From an optimization exercise on the open Yosys and OpenROAD flow, aimed at small area, a short achievable clock period and few clock cycles; shortcuts taken in it are not production practice.
In this exercise RTL edits were held to simulation tests only and were not proved equivalent to the original.
Power and IR drop assume default switching activity.

--- design/flow/run.sh ---
#!/bin/bash
# synth_recipe.tcl (not shown) runs the flow's synth.tcl, then flattens the netlist and writes it again
# the make line also repeats each setting of config.mk as NAME=value (left out here)
make -C /OpenROAD-flow-scripts/flow DESIGN_CONFIG=/design/flow/config.mk WORK_HOME=/design/flow/orfs CLKGATE_MAP_FILE= SYNTH_SCRIPT=/design/flow/synth_recipe.tcl finish
--- design/flow/config.mk ---
export PLATFORM = sky130hd
export DESIGN_NAME = psiframe_pkt
export DESIGN_NICKNAME = psiframe_pkt
export VERILOG_FILES = /design/flow/design.v
export SDC_FILE = /design/flow/constraint.sdc
export NUM_CORES = 4
export LEC_CHECK = 0
export CAP_MARGIN = 20
export CORE_MARGIN = 2
export CORE_UTILIZATION = 40
export SLEW_MARGIN = 20
--- design/flow/constraint.sdc ---
create_clock -name core_clock -period 10.0 [get_ports {clk}]
set_input_delay 2.0000 -clock core_clock [delete_from_list [all_inputs] [get_ports {clk}]]
set_output_delay 2.0000 -clock core_clock [all_outputs]
set_load 0.01 [all_outputs]
--- design/flow/design.v ---
module psiframe_pkt #(
  parameter NSLOT = 16                
) (
  input  wire        clk,
  input  wire        rst,             
  input  wire        cmd_valid,
  input  wire [63:0] cmd,
  output wire        cmd_ready,
  output wire        ev_valid,
  output wire [9:0]  ev,
  output wire [41:0] ev_pcr,
  input  wire        ev_ready,
  output wire        idle,
  output wire [63:0] st
);
  localparam [1:0] M_IDLE = 2'd0, M_PKT = 2'd2, M_FAULT = 2'd3;
  localparam [3:0] F_FIELD = 4'd2, F_SEQ = 4'd3, F_DUP = 4'd4, F_NOTFOUND = 4'd5,
                   F_OPCODE = 4'd6, F_FULL = 4'd7;
  localparam [7:0] OP_NOP = 8'h00, OP_ABORT = 8'h01, OP_CC_ADD = 8'h20,
                   OP_CC_DROP = 8'h21, OP_LD_PCR = 8'h22, OP_PKT_OPEN = 8'h23,
                   OP_PL_BYTE = 8'h24, OP_PL_FILL = 8'h25;
  localparam [41:0] PCR_LIMIT  = 42'h25800000000;        
  localparam [63:0] ABORT_WORD = 64'h0100000000000000;
  localparam [7:0] MK_PE_NONE = 8'h01, MK_PE_PCR = 8'h02, MK_AB = 8'h03;
  reg [1:0]  mode;
  reg [3:0]  fault;
  reg [41:0] pcr;
  reg        pcrv;
  reg [32:0] pcr_base;     
  reg [8:0]  pcr_ext;      
  reg [3:0]  pkslot;       
  reg [7:0]  pkleft;
  reg        pkpcrv;
  reg [41:0] pkpcr;
  reg             rv  [0:NSLOT-1];
  reg [12:0]      rpid[0:NSLOT-1];
  reg [3:0]       rcc [0:NSLOT-1];
  localparam [1:0] S_READY = 2'd0, S_EMIT = 2'd1, S_DIV = 2'd2;
  localparam [1:0] E_OPEN = 2'd0, E_BYTE = 2'd1, E_FILL = 2'd2, E_MARK = 2'd3;
  reg [1:0]  state;
  reg [1:0]  ekind;        
  reg [7:0]  bi;           
  reg [7:0]  hlen;         
  reg [7:0]  hb1, hb2, hb3;    
  reg [7:0]  aflen, afflags;
  reg        hpcr;         
  reg        close_after;  
  reg        bump;         
  reg [7:0]  pbyte;        
  reg [7:0]  mk_code;
  reg        mk_pcrv;
  reg [41:0] mk_pcr;
  reg [41:0] div_q;
  reg [8:0]  div_rem;
  reg [5:0]  div_cnt;
  wire [7:0]  op   = cmd[63:56];
  wire [12:0] pid  = cmd[12:0];
  wire        pusi = cmd[13];
  wire        tp   = cmd[14];
  wire        rai  = cmd[15];
  wire        pcrf = cmd[16];
  wire [7:0]  np   = cmd[31:24];
  wire [41:0] cpcr = cmd[41:0];
  reg known, rsv;
  always @(*) begin
    known = 1'b1;
    rsv   = 1'b0;
    case (op)
      OP_NOP, OP_ABORT, OP_PL_FILL: rsv = |cmd[55:0];
      OP_CC_ADD, OP_CC_DROP:        rsv = |cmd[55:13];
      OP_LD_PCR:                    rsv = |cmd[55:42];
      OP_PKT_OPEN:                  rsv = (|cmd[55:32]) | (|cmd[23:17]);
      OP_PL_BYTE:                   rsv = |cmd[55:8];
      default:                      known = 1'b0;
    endcase
  end
  reg       hit, has_free;
  reg [3:0] hit_slot, free_slot;
  integer i;
  always @(*) begin
    hit = 1'b0;
    hit_slot = 4'd0;
    has_free = 1'b0;
    free_slot = 4'd0;
    for (i = NSLOT - 1; i >= 0; i = i - 1) begin
      if (rv[i] && rpid[i] == pid) begin
        hit = 1'b1;
        hit_slot = i[3:0];
      end
      if (!rv[i]) begin
        has_free = 1'b1;
        free_slot = i[3:0];
      end
    end
  end
  wire [7:0] afmin   = pcrf ? 8'd8 : (rai ? 8'd2 : 8'd0);
  wire [7:0] afsz    = 8'd184 - np;
  reg [3:0] fcode;
  always @(*) begin
    fcode = 4'd0;
    if (!known)                                   fcode = F_OPCODE;
    else if (rsv)                                 fcode = F_FIELD;
    else case (op)
      OP_NOP, OP_ABORT: ;
      OP_CC_ADD:
        if (mode != M_IDLE)                       fcode = F_SEQ;
        else if (hit)                             fcode = F_DUP;
        else if (!has_free)                       fcode = F_FULL;
      OP_CC_DROP:
        if (mode != M_IDLE)                       fcode = F_SEQ;
        else if (!hit)                            fcode = F_NOTFOUND;
      OP_LD_PCR:
        if (mode != M_IDLE)                       fcode = F_SEQ;
        else if (cpcr >= PCR_LIMIT)               fcode = F_FIELD;
      OP_PKT_OPEN:
        if (mode != M_IDLE)                       fcode = F_SEQ;
        else if (np > 8'd184)                     fcode = F_FIELD;
        else if (afsz < afmin)                    fcode = F_FIELD;
        else if (pusi && np == 8'd0)              fcode = F_FIELD;
        else if (!hit)                            fcode = F_NOTFOUND;
        else if (pcrf && !pcrv)                   fcode = F_SEQ;
      default:                                     
        if (mode != M_PKT)                        fcode = F_SEQ;
    endcase
  end
  wire [47:0] pcr_field = {pcr_base, 6'b111111, pcr_ext};
  wire [9:0] div_t    = {div_rem, div_q[41]};
  wire       div_ge   = div_t >= 10'd300;
  wire [9:0] div_tsub = div_t - 10'd300;
  wire [8:0] div_nrem = div_ge ? div_tsub[8:0] : div_t[8:0];
  reg [7:0] open_byte;
  always @(*) begin
    case (bi)
      8'd0: open_byte = 8'h47;
      8'd1: open_byte = hb1;
      8'd2: open_byte = hb2;
      8'd3: open_byte = hb3;
      8'd4: open_byte = aflen;
      8'd5: open_byte = afflags;
      default:
        if (hpcr && bi <= 8'd11)
          case (bi)
            8'd6:    open_byte = pcr_field[47:40];
            8'd7:    open_byte = pcr_field[39:32];
            8'd8:    open_byte = pcr_field[31:24];
            8'd9:    open_byte = pcr_field[23:16];
            8'd10:   open_byte = pcr_field[15:8];
            default: open_byte = pcr_field[7:0];
          endcase
        else
          open_byte = 8'hFF;
    endcase
  end
  wire emitting = state == S_EMIT;
  reg [9:0] ev_r;
  always @(*) begin
    case (ekind)
      E_OPEN:  ev_r = {2'b01, open_byte};
      E_BYTE:  ev_r = {2'b01, pbyte};
      E_FILL:  ev_r = {2'b01, 8'hFF};
      default: ev_r = {2'b10, mk_code};
    endcase
  end
  assign cmd_ready = state == S_READY;
  assign idle      = state == S_READY;
  assign ev_valid  = emitting;
  assign ev        = emitting ? ev_r : 10'd0;
  assign ev_pcr    = (emitting && ekind == E_MARK && mk_pcrv) ? mk_pcr : 42'd0;
  assign st = {32'hFFFFFFFF, 1'b0, pkleft, 12'd0, 3'd0, pcrv, 1'b0, fault, mode};
  wire accept = cmd_ready && cmd_valid;
  wire [3:0] ccf = (np != 8'd0) ? rcc[hit_slot] : rcc[hit_slot] - 4'd1;
  wire [1:0] afc = {afsz != 8'd0, np != 8'd0};
  integer j;
  always @(posedge clk) begin
    if (rst) begin
      mode        <= M_IDLE;
      fault       <= 4'd0;
      pcrv        <= 1'b0;
      pkslot      <= 4'd0;
      pkleft      <= 8'd0;
      pkpcrv      <= 1'b0;
      pkpcr       <= 42'd0;
      state       <= S_READY;
      div_q       <= 42'd0;
      div_rem     <= 9'd0;
      div_cnt     <= 6'd0;
      ekind       <= E_OPEN;
      bi          <= 8'd0;
      hlen        <= 8'd0;
      hb1         <= 8'd0;
      hb2         <= 8'd0;
      hb3         <= 8'd0;
      aflen       <= 8'd0;
      afflags     <= 8'd0;
      hpcr        <= 1'b0;
      close_after <= 1'b0;
      bump        <= 1'b0;
      pbyte       <= 8'd0;
      mk_code     <= 8'd0;
      mk_pcrv     <= 1'b0;
      mk_pcr      <= 42'd0;
      for (j = 0; j < NSLOT; j = j + 1)
        rv[j] <= 1'b0;
    end else if (state == S_READY) begin
      if (accept) begin
        if (mode == M_FAULT) begin
          if (cmd == ABORT_WORD) begin
            mode    <= M_IDLE;
            fault   <= 4'd0;
            pcrv    <= 1'b0;
            pkslot  <= 4'd0;
            pkleft  <= 8'd0;
            pkpcrv  <= 1'b0;
            pkpcr   <= 42'd0;
            mk_code <= MK_AB;
            mk_pcrv <= 1'b0;
            ekind   <= E_MARK;
            state   <= S_EMIT;
          end
        end else if (fcode != 4'd0) begin
          mode  <= M_FAULT;
          fault <= fcode;
        end else begin
          case (op)
            OP_ABORT: begin
              if (mode != M_IDLE) begin
                mk_code <= MK_AB;
                mk_pcrv <= 1'b0;
                ekind   <= E_MARK;
                state   <= S_EMIT;
              end
              mode   <= M_IDLE;
              pcrv   <= 1'b0;
              pkslot <= 4'd0;
              pkleft <= 8'd0;
              pkpcrv <= 1'b0;
              pkpcr  <= 42'd0;
            end
            OP_CC_ADD: begin
              rv[free_slot]   <= 1'b1;
              rpid[free_slot] <= pid;
              rcc[free_slot]  <= 4'd0;
            end
            OP_CC_DROP: begin
              rv[hit_slot] <= 1'b0;
            end
            OP_LD_PCR: begin
              pcr     <= cpcr;
              pcrv    <= 1'b1;
              div_q   <= cpcr;
              div_rem <= 9'd0;
              div_cnt <= 6'd42;
              state   <= S_DIV;
            end
            OP_PKT_OPEN: begin
              hb1     <= {1'b0, pusi, tp, pid[12:8]};
              hb2     <= pid[7:0];
              hb3     <= {2'b00, afc, ccf};
              hlen    <= 8'd4 + afsz;
              aflen   <= afsz - 8'd1;
              afflags <= {1'b0, rai, 1'b0, pcrf, 4'b0000};
              hpcr    <= pcrf;
              bi      <= 8'd0;
              ekind   <= E_OPEN;
              state   <= S_EMIT;
              if (pcrf)
                pcrv <= 1'b0;
              pkpcrv  <= pcrf;
              pkpcr   <= pcrf ? pcr : 42'd0;
              pkslot  <= hit_slot;
              if (np != 8'd0) begin
                mode        <= M_PKT;
                pkleft      <= np;
                close_after <= 1'b0;
              end else begin
                close_after <= 1'b1;
                bump        <= 1'b0;
              end
            end
            OP_PL_BYTE: begin
              pbyte       <= cmd[7:0];
              ekind       <= E_BYTE;
              state       <= S_EMIT;
              close_after <= pkleft == 8'd1;
              bump        <= 1'b1;
            end
            OP_PL_FILL: begin
              bi          <= pkleft;
              ekind       <= E_FILL;
              state       <= S_EMIT;
              close_after <= 1'b1;
              bump        <= 1'b1;
            end
            default: ;                           
          endcase
        end
      end
    end else if (state == S_DIV) begin
      div_q   <= {div_q[40:0], div_ge};
      div_rem <= div_nrem;
      div_cnt <= div_cnt - 6'd1;
      if (div_cnt == 6'd1) begin
        pcr_base <= {div_q[31:0], div_ge};
        pcr_ext  <= div_nrem;
        state    <= S_READY;
      end
    end else if (ev_ready) begin
      case (ekind)
        E_OPEN: begin
          if (bi == hlen - 8'd1) begin
            if (close_after) begin
              mk_code <= pkpcrv ? MK_PE_PCR : MK_PE_NONE;
              mk_pcrv <= pkpcrv;
              mk_pcr  <= pkpcr;
              ekind <= E_MARK;
            end else
              state <= S_READY;
          end else
            bi <= bi + 8'd1;
        end
        E_BYTE: begin
          pkleft <= pkleft - 8'd1;
          if (close_after) begin
            mk_code <= pkpcrv ? MK_PE_PCR : MK_PE_NONE;
            mk_pcrv <= pkpcrv;
            mk_pcr  <= pkpcr;
            ekind <= E_MARK;
          end else
            state <= S_READY;
        end
        E_FILL: begin
          pkleft <= pkleft - 8'd1;
          bi     <= bi - 8'd1;
          if (bi == 8'd1) begin
            mk_code <= pkpcrv ? MK_PE_PCR : MK_PE_NONE;
            mk_pcrv <= pkpcrv;
            mk_pcr  <= pkpcr;
            ekind <= E_MARK;
          end
        end
        default: begin                           
          state <= S_READY;
          if (mk_code != MK_AB) begin
            if (bump)
              rcc[pkslot] <= rcc[pkslot] + 4'd1;
            mode   <= M_IDLE;
            pkslot <= 4'd0;
            pkleft <= 8'd0;
            pkpcrv <= 1'b0;
            pkpcr  <= 42'd0;
          end
        end
      endcase
    end
  end
endmodule
==> results.txt <==
-- cell type report --
type                    instances  area (um^2)  area share [%]
repair buffers                192         1720            5.20
inverters                      46          173           0.522
clock buffers                  88         1870            5.65
multi-input cells            1872        12000            36.4
clock inverters                36          337            1.02
flip-flops and latches        600        15700            47.6
well taps                     950         1190            3.59
-- path summary, 6_finish.rpt --
check / from / to / slack, ns / cells past startpoint
worst max-delay path: cmd[24] / rpid[2][0]$_DFFE_PP_ / 2.85 / 14
worst min-delay path: pkpcr[28]$_SDFFE_PP0P_ / pkpcr[28]$_SDFFE_PP0P_ / 0.46 / 2
worst max register to register: rpid[6][10]$_DFFE_PP_ / rpid[2][0]$_DFFE_PP_ / 4.79 / 13
worst min register to register: pkpcr[28]$_SDFFE_PP0P_ / pkpcr[28]$_SDFFE_PP0P_ / 0.46 / 2
-- logic make-up (layout without fill, tap and decap cells) --
logic type / count (synthesis) / count (layout) / synth area share [%]
xor gates and xnor gates: 251 / 251 / 7.61
other: 2 / 50 / 0.0260
adders and majority gates: 27 / 27 / 1.16
muxes: 96 / 96 / 4.38
AOI/OAI and AO/OA: 463 / 463 / 10.9
buffers and inverters: 266 / 362 / 4.77
DFF: 600 / 600 / 54.5
and+or+nand+nor: 985 / 985 / 16.7
-- metrics by stage --
step           hold slack (ns)  instances  utilization, %  area (um^2)
3_3_place_gp             0.437       3658            43.1        30800
5_1_grt                  0.469       3784            46.3        33100
4_1_cts                  0.456       3783            46.2        33000
2_1_floorplan            0.428       2738               -        29100
3_5_place_dp             0.448       3659            43.1        30800
6_report                 0.458       3784            46.3        33100
-- placed cells by master, fill, tap and decap left out, types with 48 or more instances in the layout --
master,netlist,layout
edfxtp_1,372,372
nand2_1,295,295
xnor2_1,237,237
nor2_1,235,230
dfxtp_1,228,227
clkdlybuf4s50_1,0,122
a21oi_1,109,108
nand4_1,103,103
o21ai_0,94,94
nand3_1,82,82
clkbuf_16,0,70
mux2i_1,69,69
buf_4,71,56
nor4_1,60,54
and2_1,51,51
conb_1,2,50
a311oi_1,48,48
-- power groups by stage --
stage | logic [mW] | clock network [mW] | registers (mW)
after floorplan | 0.161 | 0 | 2.68
after global placement | 0.238 | 0 | 2.68
after detailed placement | 0.239 | 0 | 2.68
after CTS | 0.241 | 2.52 | 2.63
after global routing | 0.262 | 2.61 | 2.63
final | 0.242 | 2.48 | 2.63
-- per-layer routing --
metal,wire length (um),share of wire (%),global-route usage (%),vias to the layer above
met5,0,0,0,-
met4,2990,3.6,8.70,0
met3,5090,6.0,3.24,160
met2,40500,48,36.5,830
met1,35700,42,29.6,10691
li1,-,-,-,9979
-- sequential cells by signal, indices dropped and copies added, names as in the netlist, 16 cells and up, named ones only --
register	cells
rpid	208
rcc	64
div_q	42
mk_pcr	42
pcr	42
pkpcr	42
pcr_base	33
rv	16
-- critical path: stages --
cell and delay [ns]:
clkdlybuf4s50_1 0.59, inv_1 0.19, ha_1 0.23, nand2b_1 0.15
or4_1 0.72, nor3_4 0.25, nand3_1 0.11, a311oi_2 0.36
o211ai_2 0.16, nor3_1 0.28, nand3_1 0.30, or3_1 0.63
or3_1 0.51, nor2_1 0.88
==> results.sh <==
export IMPL_outcome="complete, no violations"
export IMPL_crit_type="in2reg"
export IMPL_num_vias=21660
export IMPL_synth_area_top_cells="edfxtp_1 39%, dfxtp_1 16%, xnor2_1 7.2%"
export IMPL_synth_top_area_share_pct=38.7
export IMPL_grt_max_degree=99
export IMPL_area_growth_pct=14.4
export IMPL_power_leakage_nw=11.3
export IMPL_grt_pass1_vias=20560
export IMPL_synth_most_common_cell="edfxtp_1"
export IMPL_clock_latency_ns=0.61
export IMPL_drt_total_wl_um=84300
export IMPL_slew_headroom_pct=25.6
export IMPL_timing_setup_tns_ns=0
export IMPL_skew_ns=0.0228
export IMPL_fp_dieH_um=273
export IMPL_yosysSeqAreaShare_pct=54.5
export IMPL_cts_sinks=600
export IMPL_power_density_mw_per_mm2=162
export IMPL_ys_flop_type="edfxtp_1"
export IMPL_initial_utilization_pct=40.4
export IMPL_crit_fanout=13
export IMPL_fp_dieW_um=273
export IMPL_pwr_share_comb_pct=4.5
export IMPL_maxCapViolCount=0
export IMPL_synth_warnings=1
export IMPL_fill_cells=6534
export IMPL_ant_nets=0
export IMPL_netlist_instances=2690
export IMPL_grt_usage_pct=22.2
export IMPL_p_sw_mw=1.19
export IMPL_synth_edff_count=372
export IMPL_cts_htree_levels=3
export IMPL_drc_errors=0
export IMPL_rows=98
export IMPL_place_ws_ns=2.30
export IMPL_viasPerCell=5.72
export IMPL_setup_slack_ns=2.85
export IMPL_fin_crit_ns=7.15
export IMPL_maxSlewViolCount=0
export IMPL_portBuffers=136
export IMPL_globalplace_congestion=0.959
export IMPL_wl_per_cell_um=22.3
export IMPL_yosys_top_cells_count="372 x edfxtp_1, 295 x nand2_1, 237 x xnor2_1"
export IMPL_cts_root_buf="clkbuf_16"
export IMPL_synth_async_reset_ratio_pct=0
export IMPL_cp_end_kind="flip-flop"
export IMPL_pwr_share_seq_pct=49.2
export IMPL_antenna_found_initial=0
export IMPL_clk_pin_slew_ns=0.06
export IMPL_drt_iter0_drc=2367
export IMPL_drive_gt1_share_pct=8.82
export IMPL_rsz0062_at_grt="no"
export IMPL_worst_slew_pin_slew_ns=1.11
export IMPL_p_int_mw=4.16
export IMPL_min_path_type="reg2reg"
export IMPL_crit_arrival_ns=7.37
export IMPL_swShare_pct=22.3
export IMPL_finalPower_mw=5.35
export IMPL_final_nets=2873
export IMPL_finalCritPeriodShare_pct=71.5
export IMPL_dr_pass1_iters=6
export IMPL_peakVddDrop_v=0.000165
export IMPL_hold_viol=0
export IMPL_core_mm2=0.0715
export IMPL_worstPathRequired_ns=10.22
export IMPL_syn_area_mm2=0.0289
export IMPL_cts_setup_buffers=0
export IMPL_grt_pass1_wl_um=127000
export IMPL_clk_path_buf_depth=3
export IMPL_synth_top_area_cell="edfxtp_1"
export IMPL_p_clk_share_pct=46.3
export IMPL_ys_ff_latch=600
export IMPL_fp_dieArea_mm2=0.0744
export IMPL_cts_tree="done"
export IMPL_crit_path_start_kind="primary input"
export IMPL_synth_cell_types=84
export IMPL_cts_resized=0
export IMPL_fmax_mhz=140
export IMPL_cts_hold_buf=0
export IMPL_dpl_hpwl_um=58500
export IMPL_n_antenna_cell=0
export IMPL_overflow=0
export IMPL_final_setup_viol_count=0
export IMPL_syn_area_per_cell_um2=10.7
export IMPL_pin_count=187
export IMPL_cts_made_buffers=67
Testbench counts, summed over its fixed seeds: cycles 414,689.

## static timing again, ports no longer ideal
The results above use ideal ports. As a check the final layout listed here was re-extracted and re-timed, cells and wires unchanged. Step 1 assumes that a clkbuf_16 drives the clock port and a buf_2 every other input. Step 2, shift: input delay + t, output delay - t, t = (earliest + latest rising clock arrival at the registers) / 2. This alone moves slack from input paths to output paths. Three values: ideal ports, drivers, drivers and shift; two values: the first two.
t, ns: 0.661
setup slack, ns: 2.852 / 2.873 / 2.212
slew at the worst register clock pin (ns): 0.06 / 0.06
After both steps setup and hold are still met in this run. The setup slack of this run moves by +0.021 ns with the drivers and by -0.640 ns with both steps.
